From an optimization exercise on the open Yosys and OpenROAD flow, aimed at small area; shortcuts taken in it are not production practice. Function was checked by simulation only, so behaviour that the tests miss may differ from the original. No driver is modelled on the clock port, so clocking that relies on it looks cheaper here than on a real chip. Power is estimated from default activity; no workload was simulated.

## kmb
module kmb (
    input  wire        clk,
    input  wire        rst,         
    input  wire [12:0] key_in,
    input  wire        btn_in,
    input  wire        tick_ms,
    input  wire        tx_ready,
    output wire        tx_valid,
    output wire [7:0]  tx_data,
    output wire        tx_last,
    output wire        led,
    output wire        overlay,
    output reg         res_valid,
    output reg  [2:0]  res_kind,
    output reg  [3:0]  res_line,
    output reg  [1:0]  res_slot
);
    localparam [4:0] S_IDLE  = 5'd0;
    localparam [4:0] S_SCAN  = 5'd1;
    localparam [4:0] S_TXN0  = 5'd2;    
    localparam [4:0] S_TXN1  = 5'd3;    
    localparam [4:0] S_TXN2  = 5'd4;    
    localparam [4:0] S_WSET  = 5'd5;    
    localparam [4:0] S_FLASH = 5'd16;
    localparam [4:0] S_WON   = 5'd17;   
    localparam [4:0] S_FGAP  = 5'd18;
    localparam [4:0] S_WOFF  = 5'd19;   
    localparam [4:0] S_TOP   = 5'd20;
    localparam [4:0] S_CH    = 5'd21;
    localparam [4:0] S_TXC0  = 5'd22;   
    localparam [4:0] S_TXC1  = 5'd23;   
    localparam [4:0] S_CHW   = 5'd24;
    localparam [4:0] S_WCH   = 5'd25;   
    localparam [4:0] S_OCTDN = 5'd26;
    localparam [4:0] S_WDN   = 5'd27;   
    localparam [4:0] S_OCTUP = 5'd28;
    localparam [4:0] S_WUP   = 5'd29;   
    localparam [2:0] K_CLAIM    = 3'd0;
    localparam [2:0] K_FREE     = 3'd2;
    localparam [2:0] K_OVERFLOW = 3'd3;
    localparam [2:0] K_SPURIOUS = 3'd4;
    reg [4:0]  st;
    reg [12:0] cur;
    reg [12:0] ack;        
    reg [3:0]  octave;
    reg [1:0]  preset;
    reg [3:0]  slot_k0, slot_k1, slot_k2, slot_k3;    
    wire [8:0] cnt = cur[8:0];     
    wire [2:0] aux = cur[11:9];    
    wire [12:0] pend = ack ^ cur;
    reg [3:0] line;
    integer i;
    always @(*) begin
        line = 4'd0;
        for (i = 12; i >= 0; i = i - 1)
            if (pend[i]) line = i[3:0];
    end
    wire any_pend = |pend;
    wire pressed  = cur[line];
    wire [3:0] hit;
    assign hit[0] = (slot_k0 == line);
  ...
For scale: about 440 cells after synthesis, ~40 I/O pins, ~3500 um2 of cells after synthesis.
==> flow/config.mk <==
export PLATFORM = sky130hd
export DESIGN_NAME = kmb
export DESIGN_NICKNAME = kmb
export VERILOG_FILES = /design/flow/design.v
export SDC_FILE = /design/flow/constraint.sdc
export NUM_CORES = 4
export LEC_CHECK = 0
export CAP_MARGIN = 20
export CORE_MARGIN = 2
export CORE_UTILIZATION = 40
export SLEW_MARGIN = 20
==> flow/constraint.sdc <==
create_clock -name core_clock -period 10.0 [get_ports {clk}]
set_input_delay 2.0000 -clock core_clock [delete_from_list [all_inputs] [get_ports {clk}]]
set_output_delay 2.0000 -clock core_clock [all_outputs]
set_load 0.01 [all_outputs]
standard.sh (not shown) runs the stock make flow with config.mk's settings and CLKGATE_MAP_FILE= SYNTH_SCRIPT=/design/flow/synth_recipe.tcl, a recipe that flattens the netlist after the stock synthesis.
==> flow/flow/run.sh <==
#!/bin/bash
# Own layout flow: the standard ORFS flow (standard.sh) with
#  - synthesis as standard (same script, same register mapping) except for
#    the combinational mapping: no full-adder extraction, and an ABC script
#    built on &deepsyn; it runs with eight random seeds and keeps the netlist
#    with the smallest cell area,
#  - minimum-size port buffers,
#  - no timing-driven global placement,
#  - a two-level clock tree built by flow/cts_tree.tcl.
# Each tool's output goes to the logs ORFS writes under orfs/ and syn*/;
# this script's own output goes to run_*.log in the work folder.
set -euo pipefail
W=$PWD
F=$W/flow
sed "s#^source \$::env(SCRIPTS_DIR)/synth_preamble.tcl#&\nset abc_args [list -script \$::env(MY_ABC_SCRIPT) {*}\$lib_args {*}\$lib_dont_use_args -constr \$::env(OBJECTS_DIR)/abc.constr]#" \
    "$FLOW_HOME/scripts/synth.tcl" > "$W/synth_mod.tcl"
sed "s#\$::env(SCRIPTS_DIR)/synth.tcl#$W/synth_mod.tcl#" "$W/synth_recipe.tcl" > "$W/my_synth.tcl"

ARGS=(SYNTH_SCRIPT="$W/my_synth.tcl" ADDER_MAP_FILE= ABC_AREA=1 GPL_TIMING_DRIVEN=0
      BUFFER_PORTS_ARGS="-buffer_cell sky130_fd_sc_hd__buf_1"
      CTS_ARGS="-clk_nets clk -repair_clock_nets -dont_use_dummy_load"
      PRE_CTS_TCL="$F/cts_tree.tcl")

# synthesis with several ABC seeds, four at a time
SEEDS="0 1 2 3 4 5 6 7"
for batch in "0 1 2 3" "4 5 6 7"; do
  for s in $batch; do
    sed "s/@SEED@/$s/" "$F/area.abc" > "$W/area_$s.abc"
    bash "$W/standard.sh" "${ARGS[@]}" WORK_HOME="$W/syn$s" MY_ABC_SCRIPT="$W/area_$s.abc" synth \
        > "$W/run_synth_$s.log" 2>&1 &
  done
  wait
done
best=""
best_area=""
for s in $SEEDS; do
  rpt="$W/syn$s/reports/sky130hd/kmb/base/synth_stat.txt"
  [[ -f "$rpt" ]] || continue
  a=$(awk '/Chip area/ {print $NF}' "$rpt")
  echo "seed $s: area $a" >> "$W/run_select.log"
  if [[ -z "$best" ]] || awk -v a="$a" -v b="$best_area" 'BEGIN {exit !(a < b)}'; then
    best=$s
    best_area=$a
  fi
done
echo "selected seed $best ($best_area)" >> "$W/run_select.log"
rm -rf "$W/orfs"
cp -a "$W/syn$best" "$W/orfs"
bash "$W/standard.sh" "${ARGS[@]}" MY_ABC_SCRIPT="$W/area_$best.abc" finish > "$W/run_flow.log" 2>&1
Other scripts of this flow, unchanged in this note and not shown: flow/flow/area.abc, flow/flow/cts_tree.tcl
The baseline completed without violations.
Edit:
--- a/flow/flow/run.sh
+++ b/flow/flow/run.sh
@@ -5 +5 @@
-#    built on &deepsyn; it runs with eight random seeds and keeps the netlist
+#    built on &deepsyn; it runs with four random seeds and keeps the netlist
@@ -24,9 +24,6 @@
-# synthesis with several ABC seeds, four at a time
-SEEDS="0 1 2 3 4 5 6 7"
-for batch in "0 1 2 3" "4 5 6 7"; do
-  for s in $batch; do
-    sed "s/@SEED@/$s/" "$F/area.abc" > "$W/area_$s.abc"
-    bash "$W/standard.sh" "${ARGS[@]}" WORK_HOME="$W/syn$s" MY_ABC_SCRIPT="$W/area_$s.abc" synth \
-        > "$W/run_synth_$s.log" 2>&1 &
-  done
-  wait
+# synthesis with several ABC seeds, in parallel
+SEEDS="0 1 2 3"
+for s in $SEEDS; do
+  sed "s/@SEED@/$s/" "$F/area.abc" > "$W/area_$s.abc"
+  bash "$W/standard.sh" "${ARGS[@]}" WORK_HOME="$W/syn$s" MY_ABC_SCRIPT="$W/area_$s.abc" synth \
+      > "$W/run_synth_$s.log" 2>&1 &
@@ -33,0 +31 @@
+wait
After rerunning: The new run went through all stages and came out clean; cell count is unchanged; total power is unchanged; final area does not change; register-to-register slack barely changes; die area stays the same; via count is unchanged; utilization does not change; sequential cell count does not change.
Edit:
--- a/flow/flow/run.sh
+++ b/flow/flow/run.sh
@@ -19 +19 @@
-ARGS=(SYNTH_SCRIPT="$W/my_synth.tcl" ADDER_MAP_FILE= ABC_AREA=1 GPL_TIMING_DRIVEN=0
+ARGS=(SYNTH_SCRIPT="$W/my_synth.tcl" CAP_MARGIN=0 SLEW_MARGIN=0 ADDER_MAP_FILE= ABC_AREA=1 GPL_TIMING_DRIVEN=0
=> The changed run passed the timing, design-rule and antenna checks. First-iteration DRC count stays the same. Routed wire length is unchanged. Synthesized cell count does not change. Via count stays the same. Combinational power barely changes. Power stays the same. Clock skew is unchanged. Die area is unchanged. Sequential power barely changes. Cell area is unchanged. Core utilization stays the same.

-- port drivers added, routing unchanged --
How much do the figures lean on ideal ports? The routed layouts below were timed once more, with nothing changed but the port constraints. Step 1 sets driving cells, clkbuf_16 on the clock port and buf_2 on the other inputs (assumed; they add their load-dependent delay and slew). Step 2 also shifts input and output timing later by t, the mid clock arrival at the registers, as if the neighbouring blocks saw the same clock. a / b / c = ideal ports / drivers / drivers and shift; a / b = the first two.
| run | t, ns | setup WS [ns] | latest minus earliest clock arrival (ns) | worst data-port slew with drivers (ns) |
|---|---|---|---|---|
| the first run | 0.479 | 4.884 / 4.884 / 4.884 | 0.012 / 0.012 | 0.03 |
| the second run | 0.479 | 4.884 / 4.884 / 4.884 | 0.012 / 0.012 | 0.03 |
| the third run | 0.479 | 4.884 / 4.884 / 4.884 | 0.012 / 0.012 | 0.03 |
After both steps every run listed still meets setup and hold.
